From an optimization exercise on the open Yosys and OpenROAD flow, aimed at small area, a short achievable clock period and few clock cycles; shortcuts taken in it are not production practice. RTL that was checked went through simulation tests only; none was proved equivalent to the original. Power and IR drop assume default switching activity.

oak:
## jvs_relay
module jvs_relay (
    input  wire       clk,
    input  wire       rst,
    input  wire       host_rx_valid,
    input  wire [7:0] host_rx_data,
    output wire       host_rx_ready,
    output wire       host_tx_valid,
    output wire [7:0] host_tx_data,
    input  wire       host_tx_ready,
    input  wire       host_tx_idle,
    input  wire       bus_rx_valid,
    input  wire [7:0] bus_rx_data,
    output wire       bus_rx_ready,
    output wire       bus_tx_valid,
    output wire [7:0] bus_tx_data,
    input  wire       bus_tx_ready,
    input  wire       bus_tx_idle,
    output reg        bus_dir,
    input  wire       bus_sense,
    output reg        status,
    output reg        diag_req,
    output reg  [3:0] diag_code,
    input  wire       diag_done
);
    localparam [7:0] SYNC = 8'hE0;
    localparam [7:0] ESC  = 8'hD0;
    localparam integer LK = 3;
    localparam integer K  = 1 << LK;
    localparam integer LR = 8 - LK;
    localparam integer NR = 1 << LR;
    localparam integer Q  = 8;           
    reg        hrx_rdy;       
    reg        brx_rdy;       
    reg        btx_on;        
    reg        htx_on;        
    reg        btx_vld;       
    reg        htx_vld;       
    reg        hunting;       
    reg        pend;          
    reg        pos_node;      
    reg        pos_len;       
    reg        dlast;         
    reg  [7:0] raw_q;         
    reg        lg_q;          
    reg        pn_q;          
    reg        at_node_q;     
    reg        at_len_q;      
    reg        sync_q;        
    reg  [7:0] sum;           
    reg  [1:0] didx;          
    reg        rb;            
    reg  [7:0] node_q;
    reg  [7:0] len_q;
    reg  [7:0] rem;           
    reg [LK-1:0] ph;          
    reg [LK-1:0] tau0;        
    reg  [7:0] wcnt;          
    reg  [7:0] rcnt;          
    reg  [7:0] tx_q;          
    reg        half1;         
    reg        esc_e0;        
    reg        last_q;        
    reg  [1:0] hdr;           
    reg  [Q-1:0] qv;          
    reg  [7:0] hq [0:Q-1];    
    reg  [Q-1:0] hl;          
    reg  [7:0] rd_q;          
    reg        rl_q;          
    reg        rdv_q;         
    assign host_rx_ready = hrx_rdy;
    assign bus_rx_ready  = brx_rdy;
    assign host_tx_valid = htx_vld;
    assign bus_tx_valid  = btx_vld;
    assign host_tx_data  = tx_q;
  ...
For scale: about 2300 flip-flops.
clock: 10.0 ns
lec_check: 0
abc_area: 1
cap_margin: 20
core_margin: 2
core_utilization: 40
cts_cluster_diameter: 50
cts_cluster_size: 30
slew_margin: 20
tns_end_percent: 100
standard.sh (not shown) runs the stock make flow with config.mk's settings and CLKGATE_MAP_FILE= SYNTH_SCRIPT=/design/flow/synth_recipe.tcl, a recipe that flattens the netlist after the stock synthesis.
==> flow/flow/run.sh <==
#!/bin/bash
set -euo pipefail
bash standard.sh SETUP_SLACK_MARGIN=7 finish > standard_flow.log 2>&1
--- input diff oak..pine ---
--- a/flow/design.v
+++ b/flow/design.v
@@ -185,18 +185,16 @@
                 diag_req <= 1'b0;
                 if (diag_code == 4'd4) begin
                     htx_on  <= 1'b1;
                     htx_vld <= 1'b1;
                 end else begin
                     hrx_rdy <= 1'b1;
                 end
             end
-            if (!diag_req)
-                diag_code <= !hrx_rdy ? 4'd4 : (match ? 4'd3 : 4'd2);
             lg_q      <= rx_log;
             raw_q     <= raw;
             pn_q      <= pend;
             at_node_q <= pos_node;
             at_len_q  <= pos_len;
             sync_q    <= rx_fire && hunting && is_sync;
             if (rx_fire) begin
                 if (hunting) begin
@@ -221,30 +219,33 @@
                     end
                     if (rx_end) begin
                         hunting <= 1'b1;
                         hrx_rdy <= 1'b0;
                         brx_rdy <= 1'b0;
                         if (hrx_rdy) begin
                             if (!match) begin
                                 diag_req  <= 1'b1;
+                                diag_code <= 4'd2;
                             end else if (rb_now && pos_dat) begin
                                 diag_req  <= 1'b1;
+                                diag_code <= 4'd3;
                             end else begin
                                 bus_dir <= 1'b1;
                                 status  <= 1'b1;
                                 btx_on  <= 1'b1;
                                 btx_vld <= 1'b1;
                             end
                         end else begin
                             if (match) begin
                                 htx_on  <= 1'b1;
                                 htx_vld <= 1'b1;
                             end else begin
                                 diag_req  <= 1'b1;
+                                diag_code <= 4'd4;
                             end
                         end
                     end
                 end
             end
             if (sync_q)
                 sum <= 8'd0;
             else
==> run notes <==
- Cell count: pine higher than oak
- Between oak and pine, the flow reports met3 wire length decreasing slightly.
- Comparing pine and oak, met1 demand-to-capacity share in global routing is lower on pine.
- First-iteration DRC count, pine vs oak: down by more than 10%
- Tapcell count: oak vs pine — no meaningful difference
- oak ended up with host_tx_data[5] as its termination of the worst setup path; pine ended up with host_tx_data[4].
- As far as initial core utilization is concerned, pine and oak perform about the same.
- pine — share of the clock period used by the worst path 0.15 points higher, oak as reference
Testbench counts of pine, summed over its fixed seeds: cycles 33,493.
For oak, only the layout was checked, not whether the RTL still works.

---

## main
The RTL this note starts from:
==> flow/design.v <==
module jvs_relay (
    input  wire       clk,
    input  wire       rst,
    input  wire       host_rx_valid,
    input  wire [7:0] host_rx_data,
    output wire       host_rx_ready,
    output wire       host_tx_valid,
    output wire [7:0] host_tx_data,
    input  wire       host_tx_ready,
    input  wire       host_tx_idle,
    input  wire       bus_rx_valid,
    input  wire [7:0] bus_rx_data,
    output wire       bus_rx_ready,
    output wire       bus_tx_valid,
    output wire [7:0] bus_tx_data,
    input  wire       bus_tx_ready,
    input  wire       bus_tx_idle,
    output reg        bus_dir,
    input  wire       bus_sense,
    output reg        status,
    output reg        diag_req,
    output reg  [3:0] diag_code,
    input  wire       diag_done
);
    localparam [7:0] SYNC = 8'hE0;
    localparam [7:0] ESC  = 8'hD0;
    localparam integer LK = 3;
    localparam integer K  = 1 << LK;
    localparam integer LR = 8 - LK;
    localparam integer NR = 1 << LR;
    localparam integer Q  = 8;           
    reg        hrx_rdy;       
    reg        brx_rdy;       
    reg        btx_on;        
    reg        htx_on;        
    reg        btx_vld;       
    reg        htx_vld;       
    reg        hunting;       
    reg        pend;          
    reg        pos_node;      
    reg        pos_len;       
    reg        dlast;         
    reg  [7:0] raw_q;         
    reg        lg_q;          
    reg        pn_q;          
    reg        at_node_q;     
    reg        at_len_q;      
    reg        sync_q;        
    reg  [7:0] sum;           
    reg  [1:0] didx;          
    reg        rb;            
    reg  [7:0] node_q;
    reg  [7:0] len_q;
    reg  [7:0] rem;           
    reg [LK-1:0] ph;          
    reg [LK-1:0] tau0;        
    reg  [7:0] wcnt;          
    reg  [7:0] rcnt;          
    reg  [7:0] tx_q;          
    reg        half1;         
    reg        esc_e0;        
    reg        last_q;        
    reg  [1:0] hdr;           
    reg  [Q-1:0] qv;          
    reg  [7:0] hq [0:Q-1];    
    reg  [Q-1:0] hl;          
    reg  [7:0] rd_q;          
    reg        rl_q;          
    reg        rdv_q;         
    assign host_rx_ready = hrx_rdy;
    assign bus_rx_ready  = brx_rdy;
    assign host_tx_valid = htx_vld;
    assign bus_tx_valid  = btx_vld;
    assign host_tx_data  = tx_q;
    assign bus_tx_data   = tx_q;
    wire       rx_fire = (hrx_rdy & host_rx_valid) | (brx_rdy & bus_rx_valid);
    wire [7:0] raw     = ({8{hrx_rdy}} & host_rx_data) | ({8{brx_rdy}} & bus_rx_data);
    wire       is_sync = hrx_rdy ? (host_rx_data == SYNC) : (bus_rx_data == SYNC);
    wire       is_esc  = hrx_rdy ? (host_rx_data == ESC)  : (bus_rx_data == ESC);
    wire       is_pfx  = !pend && is_esc;
    wire       rx_log  = rx_fire && !hunting && !is_pfx;     
    wire       pos_dat = !pos_node && !pos_len;
    function raw_is(input [7:0] c);
        raw_is = hrx_rdy ? (host_rx_data == c) : (bus_rx_data == c);
    endfunction
    wire       len_is0 = pend ? raw_is(8'hFF) : raw_is(8'h00);
    wire       len_is1 = pend ? raw_is(8'h00) : raw_is(8'h01);
    wire       rx_end  = rx_log && ((pos_len && len_is0) || (pos_dat && dlast));
    wire [7:0] val_q   = raw_q + {7'd0, pn_q};
    wire       dat_q   = lg_q && !at_node_q && !at_len_q;
    function vq_is(input [7:0] c);
        vq_is = pn_q ? (raw_q == c - 8'd1) : (raw_q == c);
    endfunction
    wire [7:0] sum_add = sum + raw_q + {7'd0, pn_q};
    wire [7:0] sum_now = lg_q ? sum_add : sum;               
    wire [7:0] sum_m1  = sum - 8'd1;
    wire [7:0] want    = pend ? sum_m1 : sum_now;
    wire       match   = hrx_rdy ? (host_rx_data == want) : (bus_rx_data == want);
    wire       dl_data = (lg_q && at_len_q) ? vq_is(8'd2) : (dat_q ? (rem == 8'd3) : (rem == 8'd2));
    wire       rb_now  = rb && !(lg_q && at_len_q && !vq_is(8'h03))
                           && !(dat_q && didx == 2'd0 && !vq_is(8'hF0))
                           && !(dat_q && didx == 2'd1 && !vq_is(8'hD9));
    wire       wr_q    = dat_q;
    reg  [7:0]   dl [1:K-1];
    reg  [K-1:1] dv;
    wire [K-1:0] dpend = {dv, wr_q};
    reg  [7:0]   wdata;
    reg  [K-1:0] wtake;       
    integer s;
    always @(*) begin
        wdata = val_q;
        wtake = {{(K-1){1'b0}}, wr_q};
        for (s = 1; s < K; s = s + 1)
            if (dv[s]) begin
                wdata = dl[s];
                wtake = {{(K-1){1'b0}}, 1'b1} << s;
            end
    end
    wire [LK-1:0] wslot = tau0 + wcnt[LK-1:0];
    wire       wen = (|dpend) && ((wcnt == 8'd0) || (ph == wslot));
    wire [LR-1:0] wrow = wcnt[7:LK];
    wire       tx_on   = btx_on | htx_on;
    wire       tx_full = btx_vld | htx_vld;
    wire       tx_fire = (btx_vld & bus_tx_ready) | (htx_vld & host_tx_ready);
    wire       free    = !tx_full || tx_fire;
    wire       hold2   = tx_full && half1;                
    wire       ending  = tx_full && !half1 && last_q;      
    wire       load    = free && !hold2 && !ending;       
    wire       pop     = load && hdr[1] && qv[0];
    wire       room    = pop ? !(qv[Q-1] && rdv_q) : !(qv[Q-1] || (qv[Q-2] && rdv_q));
    wire [LK-1:0] rslot = tau0 + rcnt[LK-1:0] + 1'b1;
    wire       more    = (rcnt != len_q);
    wire       cap     = more && room && (rcnt != wcnt) && (ph == rslot);
    wire       push    = rdv_q;
    wire [7:0] tap [0:NR-1];
    genvar r;
    generate
        for (r = 0; r < NR; r = r + 1) begin : g_ring
            reg [8*K-1:0] cells;
            wire sel = wen && (wrow == r);
            always @(posedge clk)
                cells <= {cells[8*K-9:0], sel ? wdata : cells[8*K-1 -: 8]};
            assign tap[r] = cells[7:0];
        end
    endgenerate
    wire [7:0] arr_out = tap[rcnt[7:LK]];
    wire [7:0] len_m1     = len_q - 8'd1;
    wire       fetch_last = (rcnt == len_m1);
    wire [7:0] h0         = hdr[1] ? hq[0] : (hdr[0] ? len_q : node_q);
    wire       h0_last    = hdr[1] ? hl[0] : (hdr[0] && (len_q == 8'd0));
    wire       h0_esc     = (h0 == 8'hD0) || (h0 == 8'hE0);
    wire [Q:0]   qv_lo    = {qv, 1'b1};            
    wire [Q:0]   qv_hi    = {1'b0, qv};            
    integer i;
    always @(posedge clk) begin
        ph <= ph + 1'b1;
        for (s = 1; s < K; s = s + 1) begin
            dl[s] <= (s == 1) ? val_q : dl[s-1];
            dv[s] <= dpend[s-1] && !(wen && wtake[s-1]);
        end
        if (wen) begin
            wcnt <= wcnt + 8'd1;
            if (wcnt == 8'd0)
                tau0 <= ph;
        end
        if (rst) begin
            hrx_rdy   <= 1'b0;
            brx_rdy   <= 1'b0;
            btx_on    <= 1'b0;
            htx_on    <= 1'b0;
            btx_vld   <= 1'b0;
            htx_vld   <= 1'b0;
            bus_dir   <= 1'b0;
            status    <= 1'b0;
            diag_req  <= 1'b1;
            diag_code <= 4'd1;
            hunting   <= 1'b1;
            pend      <= 1'b0;
            lg_q      <= 1'b0;
            rdv_q     <= 1'b0;
            sync_q    <= 1'b0;
            dv        <= {(K-1){1'b0}};
            ph        <= {LK{1'b0}};
            tx_q      <= SYNC;
            half1     <= 1'b0;
            last_q    <= 1'b0;
        end else begin
            if (diag_req && diag_done) begin
                diag_req <= 1'b0;
                if (diag_code == 4'd4) begin
                    htx_on  <= 1'b1;
                    htx_vld <= 1'b1;
                end else begin
                    hrx_rdy <= 1'b1;
                end
            end
            if (!diag_req)
                diag_code <= !hrx_rdy ? 4'd4 : (match ? 4'd3 : 4'd2);
            lg_q      <= rx_log;
            raw_q     <= raw;
            pn_q      <= pend;
            at_node_q <= pos_node;
            at_len_q  <= pos_len;
            sync_q    <= rx_fire && hunting && is_sync;
            if (rx_fire) begin
                if (hunting) begin
                    if (is_sync) begin
                        hunting  <= 1'b0;
                        pend     <= 1'b0;
                        pos_node <= 1'b1;
                        pos_len  <= 1'b0;
                    end
                end else if (is_pfx) begin
                    pend <= 1'b1;
                end else begin
                    pend <= 1'b0;
                    if (pos_node) begin
                        pos_node <= 1'b0;
                        pos_len  <= 1'b1;
                    end else if (pos_len) begin
                        pos_len <= 1'b0;
                        dlast   <= len_is1;
                    end else begin
                        dlast   <= dl_data;
                    end
                    if (rx_end) begin
                        hunting <= 1'b1;
                        hrx_rdy <= 1'b0;
                        brx_rdy <= 1'b0;
                        if (hrx_rdy) begin
                            if (!match) begin
                                diag_req  <= 1'b1;
                            end else if (rb_now && pos_dat) begin
                                diag_req  <= 1'b1;
                            end else begin
                                bus_dir <= 1'b1;
                                status  <= 1'b1;
                                btx_on  <= 1'b1;
                                btx_vld <= 1'b1;
                            end
                        end else begin
                            if (match) begin
                                htx_on  <= 1'b1;
                                htx_vld <= 1'b1;
                            end else begin
                                diag_req  <= 1'b1;
                            end
                        end
                    end
                end
            end
            if (sync_q)
                sum <= 8'd0;
            else
                sum <= sum_now;
            if (lg_q) begin
                if (at_node_q) begin
                    node_q <= val_q;
                    rb     <= vq_is(8'hFF);
                end else if (at_len_q) begin
                    len_q <= val_q;
                    rem   <= val_q;
                    didx  <= 2'd0;
                    rb    <= rb && vq_is(8'h03);
                end else begin
                    rem <= rem - 8'd1;
                    if (didx != 2'd2)
                        didx <= didx + 2'd1;
                    if (didx == 2'd0) rb <= rb && vq_is(8'hF0);
                    if (didx == 2'd1) rb <= rb && vq_is(8'hD9);
                end
            end
            if (!tx_on)
                hdr <= 2'd0;
            if (free && tx_on) begin
                if (hold2) begin
                    tx_q  <= {3'b110, esc_e0, 4'hF};
                    half1 <= 1'b0;
                end else if (ending) begin
                    btx_on  <= 1'b0;
                    htx_on  <= 1'b0;
                    btx_vld <= 1'b0;
                    htx_vld <= 1'b0;
                    tx_q    <= SYNC;
                    last_q  <= 1'b0;
                end else if (!hdr[1] || qv[0]) begin
                    tx_q    <= h0_esc ? ESC : h0;
                    half1   <= h0_esc;
                    esc_e0  <= h0[5];
                    last_q  <= h0_last;
                    btx_vld <= btx_on;
                    htx_vld <= htx_on;
                    if (!hdr[1])
                        hdr <= hdr + 2'd1;
                end else begin
                    btx_vld <= 1'b0;
                    htx_vld <= 1'b0;
                end
            end
            for (i = 0; i < Q; i = i + 1) begin
                if (pop) begin
                    if (push && qv_hi[i] && !qv_hi[i+1]) begin
                        hq[i] <= rd_q;
                        hl[i] <= rl_q;
                    end else if (i < Q - 1) begin
                        hq[i] <= hq[i+1];
                        hl[i] <= hl[i+1];
                    end
                end else if (push && qv_lo[i] && !qv_hi[i]) begin
                    hq[i] <= rd_q;
                    hl[i] <= rl_q;
                end
            end
            if (pop && !push)
                qv <= {1'b0, qv[Q-1:1]};
            else if (push && !pop)
                qv <= {qv[Q-2:0], 1'b1};
            rd_q  <= arr_out;
            rl_q  <= fetch_last;
            rdv_q <= cap;
            if (cap)
                rcnt <= rcnt + 8'd1;
            if (lg_q && at_len_q) begin
                qv   <= {Q{1'b0}};
                rcnt <= 8'd0;
                wcnt <= 8'd0;
                dv   <= {(K-1){1'b0}};
                rdv_q <= 1'b0;
            end
            if (bus_dir && !btx_on && bus_tx_idle) begin
                bus_dir <= 1'b0;
                brx_rdy <= 1'b1;
            end
            if (status && !bus_dir && !brx_rdy && !htx_on && !diag_req && host_tx_idle) begin
                status  <= 1'b0;
                hrx_rdy <= 1'b1;
            end
        end
    end
    wire unused_sense = bus_sense;
endmodule
Settings: LEC_CHECK=0, ABC_CLOCK_PERIOD_IN_PS=2500, CAP_MARGIN=20, CORE_MARGIN=2, CORE_UTILIZATION=40, CTS_CLUSTER_DIAMETER=50, CTS_CLUSTER_SIZE=30, SLEW_MARGIN=20, TNS_END_PERCENT=100; clock period 10.0 ns.
Scripts as last shown in full above: flow/flow/run.sh
main finished every stage; the final checks, however, were not passed, the failures being capacitance limit, slew limit.
For the feature branch, these inputs were changed with respect to main:
--- a/flow/design.v
+++ b/flow/design.v
@@ -73,35 +73,26 @@
     assign bus_tx_valid  = btx_vld;
     assign host_tx_data  = tx_q;
     assign bus_tx_data   = tx_q;
     wire       rx_fire = (hrx_rdy & host_rx_valid) | (brx_rdy & bus_rx_valid);
     wire [7:0] raw     = ({8{hrx_rdy}} & host_rx_data) | ({8{brx_rdy}} & bus_rx_data);
-    wire       is_sync = hrx_rdy ? (host_rx_data == SYNC) : (bus_rx_data == SYNC);
-    wire       is_esc  = hrx_rdy ? (host_rx_data == ESC)  : (bus_rx_data == ESC);
-    wire       is_pfx  = !pend && is_esc;
+    wire       is_sync = (raw == SYNC);
+    wire       is_pfx  = !pend && (raw == ESC);
     wire       rx_log  = rx_fire && !hunting && !is_pfx;     
     wire       pos_dat = !pos_node && !pos_len;
-    function raw_is(input [7:0] c);
-        raw_is = hrx_rdy ? (host_rx_data == c) : (bus_rx_data == c);
-    endfunction
-    wire       len_is0 = pend ? raw_is(8'hFF) : raw_is(8'h00);
-    wire       len_is1 = pend ? raw_is(8'h00) : raw_is(8'h01);
+    wire       len_is0 = pend ? (raw == 8'hFF) : (raw == 8'h00);
+    wire       len_is1 = pend ? (raw == 8'h00) : (raw == 8'h01);
     wire       rx_end  = rx_log && ((pos_len && len_is0) || (pos_dat && dlast));
     wire [7:0] val_q   = raw_q + {7'd0, pn_q};
     wire       dat_q   = lg_q && !at_node_q && !at_len_q;
-    function vq_is(input [7:0] c);
-        vq_is = pn_q ? (raw_q == c - 8'd1) : (raw_q == c);
-    endfunction
-    wire [7:0] sum_add = sum + raw_q + {7'd0, pn_q};
-    wire [7:0] sum_now = lg_q ? sum_add : sum;               
-    wire [7:0] sum_m1  = sum - 8'd1;
-    wire [7:0] want    = pend ? sum_m1 : sum_now;
-    wire       match   = hrx_rdy ? (host_rx_data == want) : (bus_rx_data == want);
-    wire       dl_data = (lg_q && at_len_q) ? vq_is(8'd2) : (dat_q ? (rem == 8'd3) : (rem == 8'd2));
-    wire       rb_now  = rb && !(lg_q && at_len_q && !vq_is(8'h03))
-                           && !(dat_q && didx == 2'd0 && !vq_is(8'hF0))
-                           && !(dat_q && didx == 2'd1 && !vq_is(8'hD9));
+    wire [7:0] sum_now = sum + (lg_q ? val_q : 8'd0);        
+    wire [7:0] want    = sum_now - {7'd0, pend};              
+    wire       match   = (raw == want);
+    wire [7:0] rem_now = (lg_q && at_len_q) ? val_q : (dat_q ? rem - 8'd1 : rem);
+    wire       rb_now  = rb && !(lg_q && at_len_q && val_q != 8'h03)
+                           && !(dat_q && didx == 2'd0 && val_q != 8'hF0)
+                           && !(dat_q && didx == 2'd1 && val_q != 8'hD9);
     wire       wr_q    = dat_q;
     reg  [7:0]   dl [1:K-1];
     reg  [K-1:1] dv;
     wire [K-1:0] dpend = {dv, wr_q};
     reg  [7:0]   wdata;
@@ -192,12 +183,10 @@
                     htx_vld <= 1'b1;
                 end else begin
                     hrx_rdy <= 1'b1;
                 end
             end
-            if (!diag_req)
-                diag_code <= !hrx_rdy ? 4'd4 : (match ? 4'd3 : 4'd2);
             lg_q      <= rx_log;
             raw_q     <= raw;
             pn_q      <= pend;
             at_node_q <= pos_node;
             at_len_q  <= pos_len;
@@ -219,21 +208,23 @@
                         pos_len  <= 1'b1;
                     end else if (pos_len) begin
                         pos_len <= 1'b0;
                         dlast   <= len_is1;
                     end else begin
-                        dlast   <= dl_data;
+                        dlast   <= (rem_now == 8'd2);
                     end
                     if (rx_end) begin
                         hunting <= 1'b1;
                         hrx_rdy <= 1'b0;
                         brx_rdy <= 1'b0;
                         if (hrx_rdy) begin
                             if (!match) begin
                                 diag_req  <= 1'b1;
+                                diag_code <= 4'd2;
                             end else if (rb_now && pos_dat) begin
                                 diag_req  <= 1'b1;
+                                diag_code <= 4'd3;
                             end else begin
                                 bus_dir <= 1'b1;
                                 status  <= 1'b1;
                                 btx_on  <= 1'b1;
                                 btx_vld <= 1'b1;
@@ -242,10 +233,11 @@
                             if (match) begin
                                 htx_on  <= 1'b1;
                                 htx_vld <= 1'b1;
                             end else begin
                                 diag_req  <= 1'b1;
+                                diag_code <= 4'd4;
                             end
                         end
                     end
                 end
             end
@@ -254,22 +246,22 @@
             else
                 sum <= sum_now;
             if (lg_q) begin
                 if (at_node_q) begin
                     node_q <= val_q;
-                    rb     <= vq_is(8'hFF);
+                    rb     <= (val_q == 8'hFF);
                 end else if (at_len_q) begin
                     len_q <= val_q;
                     rem   <= val_q;
                     didx  <= 2'd0;
-                    rb    <= rb && vq_is(8'h03);
+                    rb    <= rb && (val_q == 8'h03);
                 end else begin
                     rem <= rem - 8'd1;
                     if (didx != 2'd2)
                         didx <= didx + 2'd1;
-                    if (didx == 2'd0) rb <= rb && vq_is(8'hF0);
-                    if (didx == 2'd1) rb <= rb && vq_is(8'hD9);
+                    if (didx == 2'd0) rb <= rb && (val_q == 8'hF0);
+                    if (didx == 2'd1) rb <= rb && (val_q == 8'hD9);
                 end
             end
             if (!tx_on)
                 hdr <= 2'd0;
             if (free && tx_on) begin
Findings:
Every stage of the flow completed for the feature branch, and the final layout passed the timing, DRC and antenna checks. Compared with main, the feature branch improves overall power. Re area growth from synthesis to layout: the feature branch is 2.2 points down on main. For the feature branch, the worst setup path category was flip-flop to flip-flop, unlike main, where it was primary input to flip-flop. Fmax | the feature branch vs main | the feature branch slower. Number of global-route vias before repair was higher in main than in the feature branch. The feature branch vs. main: share of the core filled with cells in the final layout decreased by 0.81 points relative to the old numbers; proportion of power drawn by flip-flops and latches climbed 0.7 points.
No run of this note included a check of the RTL's function; only the layout flow was run.

## port drivers added, routing unchanged
In the flow no input, the clock included, has a driving cell. The finished layouts below were timed again as built, in two steps. Step 1: set_driving_cell puts a clkbuf_16 on clk and a buf_2 on each other input, an assumption about the parent block. Step 2 adds t to the input delays and takes it off the output delays; t is the mean of the earliest and latest rising clock arrival at the registers after step 1. Input paths then give back, and output paths get back, about the clock's delay inside the block. a / b / c = no drivers / after step 1 / after step 2; a / b = the first two.
run	t (ns)	setup WS [ns]	worst data-port slew with drivers (ns)
oak	0.840	6.755 / 6.683 / 6.241	0.04
pine	0.839	6.739 / 6.664 / 6.211	0.04
main	0.856	6.677 / 6.647 / 5.871	0.04
the feature branch	0.855	6.455 / 6.455 / 5.832	0.04
The setup slack of main, which loses most, moves by -0.030 ns with the drivers and by -0.806 ns with both steps.
